This is an optimization exercise on Yosys and OpenROAD, whose aim is small area, a short achievable clock period and few clock cycles, not a production implementation.
Where RTL was checked, it was by simulation tests only, not by an equivalence proof against the original.
Power figures rest on the tool's default switching activity, not on a simulated workload.

==> run B <==
Design sha256_core, start of the top module:
module sha256_core (
    input  wire         clk,
    input  wire         rst,         
    input  wire         start,
    input  wire [13:0]  len,         
    output wire         ready,
    input  wire         in_valid,
    input  wire [31:0]  in_data,
    output wire         in_ready,
    output reg          done,
    output wire [255:0] digest
);
==> flow/config.mk <==
export PLATFORM = sky130hd
export DESIGN_NAME = sha256_core
export DESIGN_NICKNAME = sha256_core
export VERILOG_FILES = /design/flow/design.v
export SDC_FILE = /design/flow/constraint.sdc
export NUM_CORES = 4
export LEC_CHECK = 0
export CAP_MARGIN = 20
export CORE_MARGIN = 4
export CORE_UTILIZATION = 60
export SLEW_MARGIN = 20
==> flow/constraint.sdc <==
create_clock -name core_clock -period 10.0 [get_ports {clk}]
set_input_delay 2.0000 -clock core_clock [delete_from_list [all_inputs] [get_ports {clk}]]
set_output_delay 2.0000 -clock core_clock [all_outputs]
set_load 0.01 [all_outputs]
standard.sh (not shown) runs the stock make flow with config.mk's settings and CLKGATE_MAP_FILE= SYNTH_SCRIPT=/design/flow/synth_recipe.tcl, a recipe that flattens the netlist after the stock synthesis.
==> flow/flow/run.sh <==
#!/bin/bash
# Own flow: the standard layout (standard synthesis, floorplan, placement,
# CTS, routing) run through standard.sh, with three changes to how the layout
# is made: a tighter setup-repair target, single-drive port buffers, and CTS
# with larger sink clusters and without dummy loads. The full make output goes
# to standard_flow.log; ORFS keeps each step's own log under orfs/logs/.
set -euo pipefail
SETUP_MARGIN=${SETUP_MARGIN:-5.5}
bash standard.sh \
  SETUP_SLACK_MARGIN=$SETUP_MARGIN \
  "BUFFER_PORTS_ARGS=-buffer_cell sky130_fd_sc_hd__buf_1" \
  "CTS_ARGS=-sink_clustering_enable -repair_clock_nets -dont_use_dummy_load -sink_clustering_size 30 -sink_clustering_max_diameter 100" \
  finish > standard_flow.log 2>&1
==> run Z: changes against run B <==
--- a/flow/design.v
+++ b/flow/design.v
@@ -126,27 +126,28 @@
     wire [31:0] u1s = t1s ^ t1c ^ S0;
     wire [31:0] u1c = {((t1s[30:0] & t1c[30:0]) | (t1s[30:0] & S0[30:0]) | (t1c[30:0] & S0[30:0])), 1'b0};
     wire [31:0] u2s = u1s ^ u1c ^ maj;
     wire [31:0] u2c = {((u1s[30:0] & u1c[30:0]) | (u1s[30:0] & maj[30:0]) | (u1c[30:0] & maj[30:0])), 1'b0};
     wire [31:0] e_new, a_new;
     add32_sk u_adde (.x(es), .y(ec), .s(e_new));
     add32_sk u_adda (.x(u2s), .y(u2c), .s(a_new));
-    wire [31:0] hsel_a = fin ? (cur_first ? iva : ra[0]) : 32'd0;
     wire [31:0] s0w   = {w[1][6:0], w[1][31:7]} ^ {w[1][17:0], w[1][31:18]} ^ (w[1] >> 3);
     wire [31:0] s1w   = {w[14][16:0], w[14][31:17]} ^ {w[14][18:0], w[14][31:19]} ^ (w[14] >> 10);
     wire [31:0] wn1s, wn1c, wn2s, wn2c, w_new;
     csa32 u_wc1 (.x(s1w), .y(w[9]), .z(s0w), .s(wn1s), .c(wn1c));
     csa32 u_wc2 (.x(wn1s), .y(wn1c), .z(w[0]), .s(wn2s), .c(wn2c));
-    add32_sk u_addw (.x(run ? wn2s : hsel_a), .y(run ? wn2c : d), .s(w_new));
+    add32_sk u_addw (.x(wn2s), .y(wn2c), .s(w_new));
     wire [31:0] hsel_e = cur_first ? ive_n : re[1];
     wire [31:0] pcs, pcc, p_sum;
     csa32 u_pc (.x(g), .y(fprep ? hsel_e : kq), .z(fprep ? 32'd0 : w[1]), .s(pcs), .c(pcc));
     add32_sk u_addp (.x(pcs), .y(pcc), .s(p_sum));
     wire [31:0] p_nxt  = (run || fin && (ph != 2'd3) || go) ? p_sum : g;
-    wire [31:0] sum_a = w_new;
+    wire [31:0] hsel_a = fin ? (cur_first ? iva : ra[0]) : 32'd0;
+    wire [31:0] sum_a;
+    add32_sk u_addf (.x(hsel_a), .y(d), .s(sum_a));
     assign digest = {ra[3], ra[2], ra[1], ra[0], re[3], re[2], re[1], re[0]};
     always @(posedge clk) begin
         a <= run ? a_new : (nf ? iva : sum_a);
         e <= run ? e_new : (nf ? ive : p);
         b <= a; c <= b; d <= c;
         f <= e; g <= f;
         p <= p_nxt;
--- a/flow/flow/run.sh
+++ b/flow/flow/run.sh
@@ -5,9 +5,9 @@
 # with larger sink clusters and without dummy loads. The full make output goes
 # to standard_flow.log; ORFS keeps each step's own log under orfs/logs/.
 set -euo pipefail
 SETUP_MARGIN=${SETUP_MARGIN:-5.5}
 bash standard.sh \
   SETUP_SLACK_MARGIN=$SETUP_MARGIN \
   "BUFFER_PORTS_ARGS=-buffer_cell sky130_fd_sc_hd__buf_1" \
-  "CTS_ARGS=-sink_clustering_enable -repair_clock_nets -dont_use_dummy_load -sink_clustering_size 30 -sink_clustering_max_diameter 100" \
+  "CTS_ARGS=-sink_clustering_enable -repair_clock_nets -dont_use_dummy_load -sink_clustering_size 20 -sink_clustering_max_diameter 80" \
   finish > standard_flow.log 2>&1
==> run Y: changes against run B <==
--- a/flow/design.v
+++ b/flow/design.v
@@ -126,27 +126,28 @@
     wire [31:0] u1s = t1s ^ t1c ^ S0;
     wire [31:0] u1c = {((t1s[30:0] & t1c[30:0]) | (t1s[30:0] & S0[30:0]) | (t1c[30:0] & S0[30:0])), 1'b0};
     wire [31:0] u2s = u1s ^ u1c ^ maj;
     wire [31:0] u2c = {((u1s[30:0] & u1c[30:0]) | (u1s[30:0] & maj[30:0]) | (u1c[30:0] & maj[30:0])), 1'b0};
     wire [31:0] e_new, a_new;
     add32_sk u_adde (.x(es), .y(ec), .s(e_new));
     add32_sk u_adda (.x(u2s), .y(u2c), .s(a_new));
-    wire [31:0] hsel_a = fin ? (cur_first ? iva : ra[0]) : 32'd0;
     wire [31:0] s0w   = {w[1][6:0], w[1][31:7]} ^ {w[1][17:0], w[1][31:18]} ^ (w[1] >> 3);
     wire [31:0] s1w   = {w[14][16:0], w[14][31:17]} ^ {w[14][18:0], w[14][31:19]} ^ (w[14] >> 10);
     wire [31:0] wn1s, wn1c, wn2s, wn2c, w_new;
     csa32 u_wc1 (.x(s1w), .y(w[9]), .z(s0w), .s(wn1s), .c(wn1c));
     csa32 u_wc2 (.x(wn1s), .y(wn1c), .z(w[0]), .s(wn2s), .c(wn2c));
-    add32_sk u_addw (.x(run ? wn2s : hsel_a), .y(run ? wn2c : d), .s(w_new));
+    add32_sk u_addw (.x(wn2s), .y(wn2c), .s(w_new));
     wire [31:0] hsel_e = cur_first ? ive_n : re[1];
     wire [31:0] pcs, pcc, p_sum;
     csa32 u_pc (.x(g), .y(fprep ? hsel_e : kq), .z(fprep ? 32'd0 : w[1]), .s(pcs), .c(pcc));
     add32_sk u_addp (.x(pcs), .y(pcc), .s(p_sum));
     wire [31:0] p_nxt  = (run || fin && (ph != 2'd3) || go) ? p_sum : g;
-    wire [31:0] sum_a = w_new;
+    wire [31:0] hsel_a = fin ? (cur_first ? iva : ra[0]) : 32'd0;
+    wire [31:0] sum_a;
+    add32_sk u_addf (.x(hsel_a), .y(d), .s(sum_a));
     assign digest = {ra[3], ra[2], ra[1], ra[0], re[3], re[2], re[1], re[0]};
     always @(posedge clk) begin
         a <= run ? a_new : (nf ? iva : sum_a);
         e <= run ? e_new : (nf ? ive : p);
         b <= a; c <= b; d <= c;
         f <= e; g <= f;
         p <= p_nxt;
==> flow/flow/run.sh (replaced) <==
#!/bin/bash
# Own flow: the standard layout (standard synthesis, floorplan, placement,
# CTS, routing) run through standard.sh, with three changes to how the layout
# is made: a tighter setup-repair target, single-drive port buffers, and CTS
# with larger sink clusters and without dummy loads. The full make output goes
# to standard_flow.log; ORFS keeps each step's own log under orfs/logs/.
set -euo pipefail
SETUP_MARGIN=${SETUP_MARGIN:-5.3}
bash standard.sh \
  SETUP_SLACK_MARGIN=$SETUP_MARGIN \
  "BUFFER_PORTS_ARGS=-buffer_cell sky130_fd_sc_hd__buf_1" \
  "CTS_ARGS=-sink_clustering_enable -repair_clock_nets -dont_use_dummy_load -sink_clustering_size 20 -sink_clustering_max_diameter 80" \
  finish > standard_flow.log 2>&1
==> flow_summary.json <==
{
  "hp-start": "w[12][2]$_DFF_P_",
  "p_clk_frac": 0.175,
  "synthTopCellsByCount": "dfxtp_1, nand2_1, xnor2_1",
  "htreeDepth": 2,
  "power.density_nw_per_um2": 251,
  "final_cell_mix": "dfxtp_1, buf_1, nand2_1, inv_1, a21oi_1",
  "irDropWorstVdd_mv": 0.201,
  "area.sequential_sq_um": 23000,
  "status": "timing/DRC/antenna clean",
  "dr_wl_met2_um": 59400
}
[end of results for run B]
==> flow_summary.json <==
{
  "gp_congestion": 0.989,
  "area.sequential_sq_um": 22900,
  "dr_wl_met2_um": 56100,
  "p_clk_frac": 0.216,
  "irDropWorstVdd_mv": 0.152,
  "hp-start": "w[10][3]$_DFF_P_",
  "final_cell_mix": "dfxtp_1, buf_1, xnor2_1, inv_1, nand2_1",
  "htreeDepth": 3,
  "power_mw": 12.1,
  "synthTopCellsByCount": "dfxtp_1, xnor2_1, inv_1, nand2_1, a21oi_1",
  "status": "timing/DRC/antenna clean"
}
[end of results for run Z]
==> flow_summary.json <==
{
  "area.sequential_sq_um": 22800,
  "status": "timing/DRC/antenna clean",
  "irDropWorstVdd_mv": 0.151,
  "htreeDepth": 3,
  "power.density_nw_per_um2": 242
}
[end of results for run Y]
Testbench counts of run Z, summed over its fixed seeds: cycles 53,064.
Testbench counts of run Y, summed over its fixed seeds: cycles 53,064.
Only the layout flow was run in run B; the RTL was not checked for function there.


==> v24: inputs <==
sha256_core, a different RTL version from the one above (not shown whole).
==> flow/config.mk <==
export PLATFORM = sky130hd
export DESIGN_NAME = sha256_core
export DESIGN_NICKNAME = sha256_core
export VERILOG_FILES = /design/flow/design.v
export SDC_FILE = /design/flow/constraint.sdc
export NUM_CORES = 4
export LEC_CHECK = 0
export CAP_MARGIN = 20
export CORE_MARGIN = 2
export CORE_UTILIZATION = 55
export CTS_BUF_LIST = sky130_fd_sc_hd__clkbuf_4
export SETUP_SLACK_MARGIN = 5
export SLEW_MARGIN = 20
==> flow/constraint.sdc <==
create_clock -name core_clock -period 10.0 [get_ports {clk}]
set_input_delay 2.0000 -clock core_clock [delete_from_list [all_inputs] [get_ports {clk}]]
set_output_delay 2.0000 -clock core_clock [all_outputs]
set_load 0.01 [all_outputs]
run.sh (not shown) runs the stock make flow with config.mk's settings and CLKGATE_MAP_FILE= SYNTH_SCRIPT=/design/flow/synth_recipe.tcl, a recipe that flattens the netlist after the stock synthesis.
Stock flow here: none of the scripts above is used.
==> v29 (differences from v24) <==
--- a/flow/design.v
+++ b/flow/design.v
@@ -13,67 +13,68 @@
     reg [1:0]  ph;           
     reg        run, fin;     
     reg [5:0]  kt;           
     reg        cur_first;    
     reg        cur_last;     
     reg        nf;           
     reg [31:0] a, b, c, d, e, f, g, p;
+    reg [31:0] kq;           
     reg [31:0] w [0:15];
     reg [31:0] ra [0:3];     
     reg [31:0] re [0:3];     
     reg        busy;         
     reg        loading;      
     reg        pend;         
     reg        pend_first, pend_last;
     reg [13:0] mlen;
-    reg [8:0]  blk, lastblk;
-    reg        bfirst, blast;
+    reg        bfirst;       
+    reg        blast;        
     reg [12:0] hw_left;      
     reg        hw_nz, hw_one;
     reg [1:0]  rem;
     reg        p80;          
     reg [3:0]  j;            
     reg [3:0]  dsl;          
     reg [3:0]  sc;           
     integer i;
-    reg [31:0] k_t;
+    reg [31:0] k1;
     always @(*) begin
         case (kt)
-            6'd0:  k_t = 32'h428a2f98; 6'd1:  k_t = 32'h71374491;
-            6'd2:  k_t = 32'hb5c0fbcf; 6'd3:  k_t = 32'he9b5dba5;
-            6'd4:  k_t = 32'h3956c25b; 6'd5:  k_t = 32'h59f111f1;
-            6'd6:  k_t = 32'h923f82a4; 6'd7:  k_t = 32'hab1c5ed5;
-            6'd8:  k_t = 32'hd807aa98; 6'd9:  k_t = 32'h12835b01;
-            6'd10: k_t = 32'h243185be; 6'd11: k_t = 32'h550c7dc3;
-            6'd12: k_t = 32'h72be5d74; 6'd13: k_t = 32'h80deb1fe;
-            6'd14: k_t = 32'h9bdc06a7; 6'd15: k_t = 32'hc19bf174;
-            6'd16: k_t = 32'he49b69c1; 6'd17: k_t = 32'hefbe4786;
-            6'd18: k_t = 32'h0fc19dc6; 6'd19: k_t = 32'h240ca1cc;
-            6'd20: k_t = 32'h2de92c6f; 6'd21: k_t = 32'h4a7484aa;
-            6'd22: k_t = 32'h5cb0a9dc; 6'd23: k_t = 32'h76f988da;
-            6'd24: k_t = 32'h983e5152; 6'd25: k_t = 32'ha831c66d;
-            6'd26: k_t = 32'hb00327c8; 6'd27: k_t = 32'hbf597fc7;
-            6'd28: k_t = 32'hc6e00bf3; 6'd29: k_t = 32'hd5a79147;
-            6'd30: k_t = 32'h06ca6351; 6'd31: k_t = 32'h14292967;
-            6'd32: k_t = 32'h27b70a85; 6'd33: k_t = 32'h2e1b2138;
-            6'd34: k_t = 32'h4d2c6dfc; 6'd35: k_t = 32'h53380d13;
-            6'd36: k_t = 32'h650a7354; 6'd37: k_t = 32'h766a0abb;
-            6'd38: k_t = 32'h81c2c92e; 6'd39: k_t = 32'h92722c85;
-            6'd40: k_t = 32'ha2bfe8a1; 6'd41: k_t = 32'ha81a664b;
-            6'd42: k_t = 32'hc24b8b70; 6'd43: k_t = 32'hc76c51a3;
-            6'd44: k_t = 32'hd192e819; 6'd45: k_t = 32'hd6990624;
-            6'd46: k_t = 32'hf40e3585; 6'd47: k_t = 32'h106aa070;
-            6'd48: k_t = 32'h19a4c116; 6'd49: k_t = 32'h1e376c08;
-            6'd50: k_t = 32'h2748774c; 6'd51: k_t = 32'h34b0bcb5;
-            6'd52: k_t = 32'h391c0cb3; 6'd53: k_t = 32'h4ed8aa4a;
-            6'd54: k_t = 32'h5b9cca4f; 6'd55: k_t = 32'h682e6ff3;
-            6'd56: k_t = 32'h748f82ee; 6'd57: k_t = 32'h78a5636f;
-            6'd58: k_t = 32'h84c87814; 6'd59: k_t = 32'h8cc70208;
-            6'd60: k_t = 32'h90befffa; 6'd61: k_t = 32'ha4506ceb;
-            6'd62: k_t = 32'hbef9a3f7; default: k_t = 32'hc67178f2;
+            6'd0:  k1 = 32'h71374491; 6'd1:  k1 = 32'hb5c0fbcf;
+            6'd2:  k1 = 32'he9b5dba5; 6'd3:  k1 = 32'h3956c25b;
+            6'd4:  k1 = 32'h59f111f1; 6'd5:  k1 = 32'h923f82a4;
+            6'd6:  k1 = 32'hab1c5ed5; 6'd7:  k1 = 32'hd807aa98;
+            6'd8:  k1 = 32'h12835b01; 6'd9:  k1 = 32'h243185be;
+            6'd10: k1 = 32'h550c7dc3; 6'd11: k1 = 32'h72be5d74;
+            6'd12: k1 = 32'h80deb1fe; 6'd13: k1 = 32'h9bdc06a7;
+            6'd14: k1 = 32'hc19bf174; 6'd15: k1 = 32'he49b69c1;
+            6'd16: k1 = 32'hefbe4786; 6'd17: k1 = 32'h0fc19dc6;
+            6'd18: k1 = 32'h240ca1cc; 6'd19: k1 = 32'h2de92c6f;
+            6'd20: k1 = 32'h4a7484aa; 6'd21: k1 = 32'h5cb0a9dc;
+            6'd22: k1 = 32'h76f988da; 6'd23: k1 = 32'h983e5152;
+            6'd24: k1 = 32'ha831c66d; 6'd25: k1 = 32'hb00327c8;
+            6'd26: k1 = 32'hbf597fc7; 6'd27: k1 = 32'hc6e00bf3;
+            6'd28: k1 = 32'hd5a79147; 6'd29: k1 = 32'h06ca6351;
+            6'd30: k1 = 32'h14292967; 6'd31: k1 = 32'h27b70a85;
+            6'd32: k1 = 32'h2e1b2138; 6'd33: k1 = 32'h4d2c6dfc;
+            6'd34: k1 = 32'h53380d13; 6'd35: k1 = 32'h650a7354;
+            6'd36: k1 = 32'h766a0abb; 6'd37: k1 = 32'h81c2c92e;
+            6'd38: k1 = 32'h92722c85; 6'd39: k1 = 32'ha2bfe8a1;
+            6'd40: k1 = 32'ha81a664b; 6'd41: k1 = 32'hc24b8b70;
+            6'd42: k1 = 32'hc76c51a3; 6'd43: k1 = 32'hd192e819;
+            6'd44: k1 = 32'hd6990624; 6'd45: k1 = 32'hf40e3585;
+            6'd46: k1 = 32'h106aa070; 6'd47: k1 = 32'h19a4c116;
+            6'd48: k1 = 32'h1e376c08; 6'd49: k1 = 32'h2748774c;
+            6'd50: k1 = 32'h34b0bcb5; 6'd51: k1 = 32'h391c0cb3;
+            6'd52: k1 = 32'h4ed8aa4a; 6'd53: k1 = 32'h5b9cca4f;
+            6'd54: k1 = 32'h682e6ff3; 6'd55: k1 = 32'h748f82ee;
+            6'd56: k1 = 32'h78a5636f; 6'd57: k1 = 32'h84c87814;
+            6'd58: k1 = 32'h8cc70208; 6'd59: k1 = 32'h90befffa;
+            6'd60: k1 = 32'ha4506ceb; 6'd61: k1 = 32'hbef9a3f7;
+            6'd62: k1 = 32'hc67178f2; default: k1 = 32'h428a2f98;
         endcase
     end
     reg [31:0] iva, ive, ive_n;
     always @(*) begin
         case (ph)
             2'd0: begin iva = 32'ha54ff53a; ive = 32'h5be0cd19; ive_n = 32'h1f83d9ab; end
             2'd1: begin iva = 32'h3c6ef372; ive = 32'h1f83d9ab; ive_n = 32'h9b05688c; end
@@ -133,27 +134,28 @@
     wire [31:0] s1w   = {w[14][16:0], w[14][31:17]} ^ {w[14][18:0], w[14][31:19]} ^ (w[14] >> 10);
     wire [31:0] wn1s, wn1c, wn2s, wn2c, w_new;
     csa32 u_wc1 (.x(s1w), .y(w[9]), .z(s0w), .s(wn1s), .c(wn1c));
     csa32 u_wc2 (.x(wn1s), .y(wn1c), .z(w[0]), .s(wn2s), .c(wn2c));
     add32_sk u_addw (.x(wn2s), .y(wn2c), .s(w_new));
     wire [31:0] hsel_e = cur_first ? ive_n : re[1];
     wire [31:0] pcs, pcc, p_sum;
-    csa32 u_pc (.x(g), .y(fprep ? hsel_e : k_t), .z(fprep ? 32'd0 : w[1]), .s(pcs), .c(pcc));
+    csa32 u_pc (.x(g), .y(fprep ? hsel_e : kq), .z(fprep ? 32'd0 : w[1]), .s(pcs), .c(pcc));
     add32_sk u_addp (.x(pcs), .y(pcc), .s(p_sum));
     wire [31:0] p_nxt  = (run || fin && (ph != 2'd3) || go) ? p_sum : g;
     wire [31:0] hsel_a = fin ? (cur_first ? iva : ra[0]) : 32'd0;
     wire [31:0] sum_a;
     add32_sk u_addf (.x(hsel_a), .y(d), .s(sum_a));
     assign digest = {ra[3], ra[2], ra[1], ra[0], re[3], re[2], re[1], re[0]};
     always @(posedge clk) begin
         a <= run ? a_new : (nf ? iva : sum_a);
         e <= run ? e_new : (nf ? ive : p);
         b <= a; c <= b; d <= c;
         f <= e; g <= f;
         p <= p_nxt;
+        kq <= k1;
         for (i = 0; i < 15; i = i + 1)
             w[i] <= w[i+1];
         w[15] <= load_wr ? pw : (run ? w_new : w[0]);
         for (i = 0; i < 3; i = i + 1) begin
             ra[i] <= ra[i+1];
             re[i] <= re[i+1];
         end
@@ -162,40 +164,36 @@
         if (acc) begin
             mlen    <= len;
             hw_left <= ({1'b0, len} + 15'd3) >> 2;
             hw_nz   <= (len != 14'd0);
             hw_one  <= (len != 14'd0) && (len <= 14'd4);
             rem     <= len[1:0];
             p80     <= 1'b0;
-            blk     <= 9'd0;
             bfirst  <= 1'b1;
-            lastblk <= ({1'b0, len} + 15'd8) >> 6;
-            blast   <= (len < 14'd56);
         end else if (load_wr) begin
             if (hw_nz) begin
                 hw_left <= hw_left - 13'd1;
                 hw_nz   <= (hw_left != 13'd1);
                 hw_one  <= (hw_left == 13'd2);
                 if (part) p80 <= 1'b1;
             end else begin
                 p80 <= 1'b1;
             end
-            if (j == 4'd15) begin
-                blk    <= blk + 9'd1;
+            if (j == 4'd15)
                 bfirst <= 1'b0;
-                blast  <= ((blk + 9'd1) == lastblk);
-            end
         end
         if (blk_done) begin
             pend_first <= bfirst;
             pend_last  <= blast;
         end
         if (ld_go) begin
             j   <= 4'd0;
             dsl <= 4'd0;
+            blast <= acc ? (len < 14'd56)
+                         : ((hw_left <= 13'd13) || ((hw_left == 13'd14) && (rem != 2'd0)));
         end else if (loading) begin
             if (load_wr) j <= j + 4'd1;
             else         dsl <= dsl + 4'd1;
         end
         if (go) begin
             cur_first <= pend ? pend_first : bfirst;
             cur_last  <= pend ? pend_last  : blast;
==> flow/flow/run.sh (new file) <==
#!/bin/bash
# Own flow: the standard layout (standard synthesis, floorplan, placement,
# CTS, routing) run through standard.sh, with three changes to how the layout
# is made: a tighter setup-repair target, single-drive port buffers, and CTS
# with larger sink clusters and without dummy loads. The full make output goes
# to standard_flow.log; ORFS keeps each step's own log under orfs/logs/.
set -euo pipefail
SETUP_MARGIN=${SETUP_MARGIN:-5.5}
bash standard.sh \
  SETUP_SLACK_MARGIN=$SETUP_MARGIN \
  "BUFFER_PORTS_ARGS=-buffer_cell sky130_fd_sc_hd__buf_1" \
  "CTS_ARGS=-sink_clustering_enable -repair_clock_nets -dont_use_dummy_load -sink_clustering_size 20 -sink_clustering_max_diameter 80" \
  finish > standard_flow.log 2>&1
==> flow/standard.sh (new file) <==
#!/bin/bash
# synth_recipe.tcl (not shown) runs the flow's synth.tcl, then flattens the netlist and writes it again
# the make line also repeats each setting of config.mk as NAME=value (left out here)
make -C /OpenROAD-flow-scripts/flow DESIGN_CONFIG=/design/flow/config.mk WORK_HOME=/design/flow/orfs CLKGATE_MAP_FILE= SYNTH_SCRIPT=/design/flow/synth_recipe.tcl "${@:-finish}"
==> flow/config.mk (replaced) <==
export PLATFORM = sky130hd
export DESIGN_NAME = sha256_core
export DESIGN_NICKNAME = sha256_core
export VERILOG_FILES = /design/flow/design.v
export SDC_FILE = /design/flow/constraint.sdc
export NUM_CORES = 4
export LEC_CHECK = 0
export CAP_MARGIN = 20
export CORE_MARGIN = 4
export CORE_UTILIZATION = 65
export PLACE_DENSITY = 0.68
export SLEW_MARGIN = 20
removed: flow/run.sh
==> qor summary <==
                                                                                      v29                      v24
Fraction of area in non-clock buffers                                              0.0351                   0.0761
Starting utilization of the core area                                               0.656                    0.557
Combinational fraction of design power                                              0.399                    0.370
Top-area cell type share of the netlist area                                        0.483                    0.473
Worst clock skew                                                                0.0821 ns                0.0990 ns
Start point of the critical path                                                    e[14]                    kt[0]
Dpl cell area                                                                0.0470 sq mm             0.0491 sq mm
Fraction of area in multi-input gates                                               0.430                    0.401
Internal power                                                                  0.00817 W                0.00909 W
CP max stage cell                                                   sky130_fd_sc_hd__fa_2  sky130_fd_sc_hd__nor4_1
Number of multi-input combinational cells in the layout                              2548                     2570
WL final                                                                        137000 um                136000 um
Sum of met3 wire segment lengths after detailed routing                          14700 um                 10900 um
Routed wire per std cell                                                          25.9 um                  23.2 um
Fraction of standard cell area that is sequential                                   0.458                    0.417
Placement Rows                                                                         96                      104
Outcome                                                          timing/DRC/antenna clean  timing/DRC/antenna clean
Clock slew seen by the registers of the worst setup and hold paths                0.09 ns                  0.07 ns
Number of instances resized during post-cts repair                                     81                      139
Number of global-route vias before repair                                           30800                    32500
Global-route wire length before repair                                          197000 um                201000 um
Die span in x                                                                      271 um                   290 um
Proportion of synthesized area in mux cells                                        0.0313                   0.0307
Post-CTS Repair Setup Buffers                                                           1                       48
Required time worst endpoint                                                     10.52 ns                 11.04 ns
Post-synthesis net count                                                             4529                     4528
Testbench counts of v29, summed over its fixed seeds: cycles 53,064.
The RTL of v24 was laid out without a check of its function.

## re-timing with driven ports
How much do the figures lean on ideal ports? The routed layouts below were timed once more, with nothing changed but the port constraints. Step 1: set_driving_cell puts a clkbuf_16 on clk and a buf_2 on each other input, an assumption about the parent block. Step 2 moves the port delays by t, midway between the first and last clock arrival at a register: inputs arrive t later, outputs are due t later. That takes back most of the time a late clock gives input paths. Three values: ideal ports, drivers, drivers and shift; two values: the first two.
run	t, ns	slack for setup (ns)	clock arrival spread, ns	worst data-port slew with drivers (ns)	cell pins on the clock port's net
run B	0.675	5.295 / 5.295 / 5.295	0.110 / 0.110	0.07	1
run Z	0.665	5.579 / 5.579 / 5.416	0.115 / 0.116	0.05	1
run Y	0.664	5.515 / 5.515 / 5.416	0.118 / 0.117	0.05	1
v24	1.188	4.940 / 4.940 / 4.744	0.110 / 0.111	0.04	1
v29	0.678	5.463 / 5.463 / 5.342	0.083 / 0.083	0.07	1
After both steps every run listed still meets setup and hold. The setup slack of v24, which loses most, moves by 0.000 ns with the drivers and by -0.196 ns with both steps.
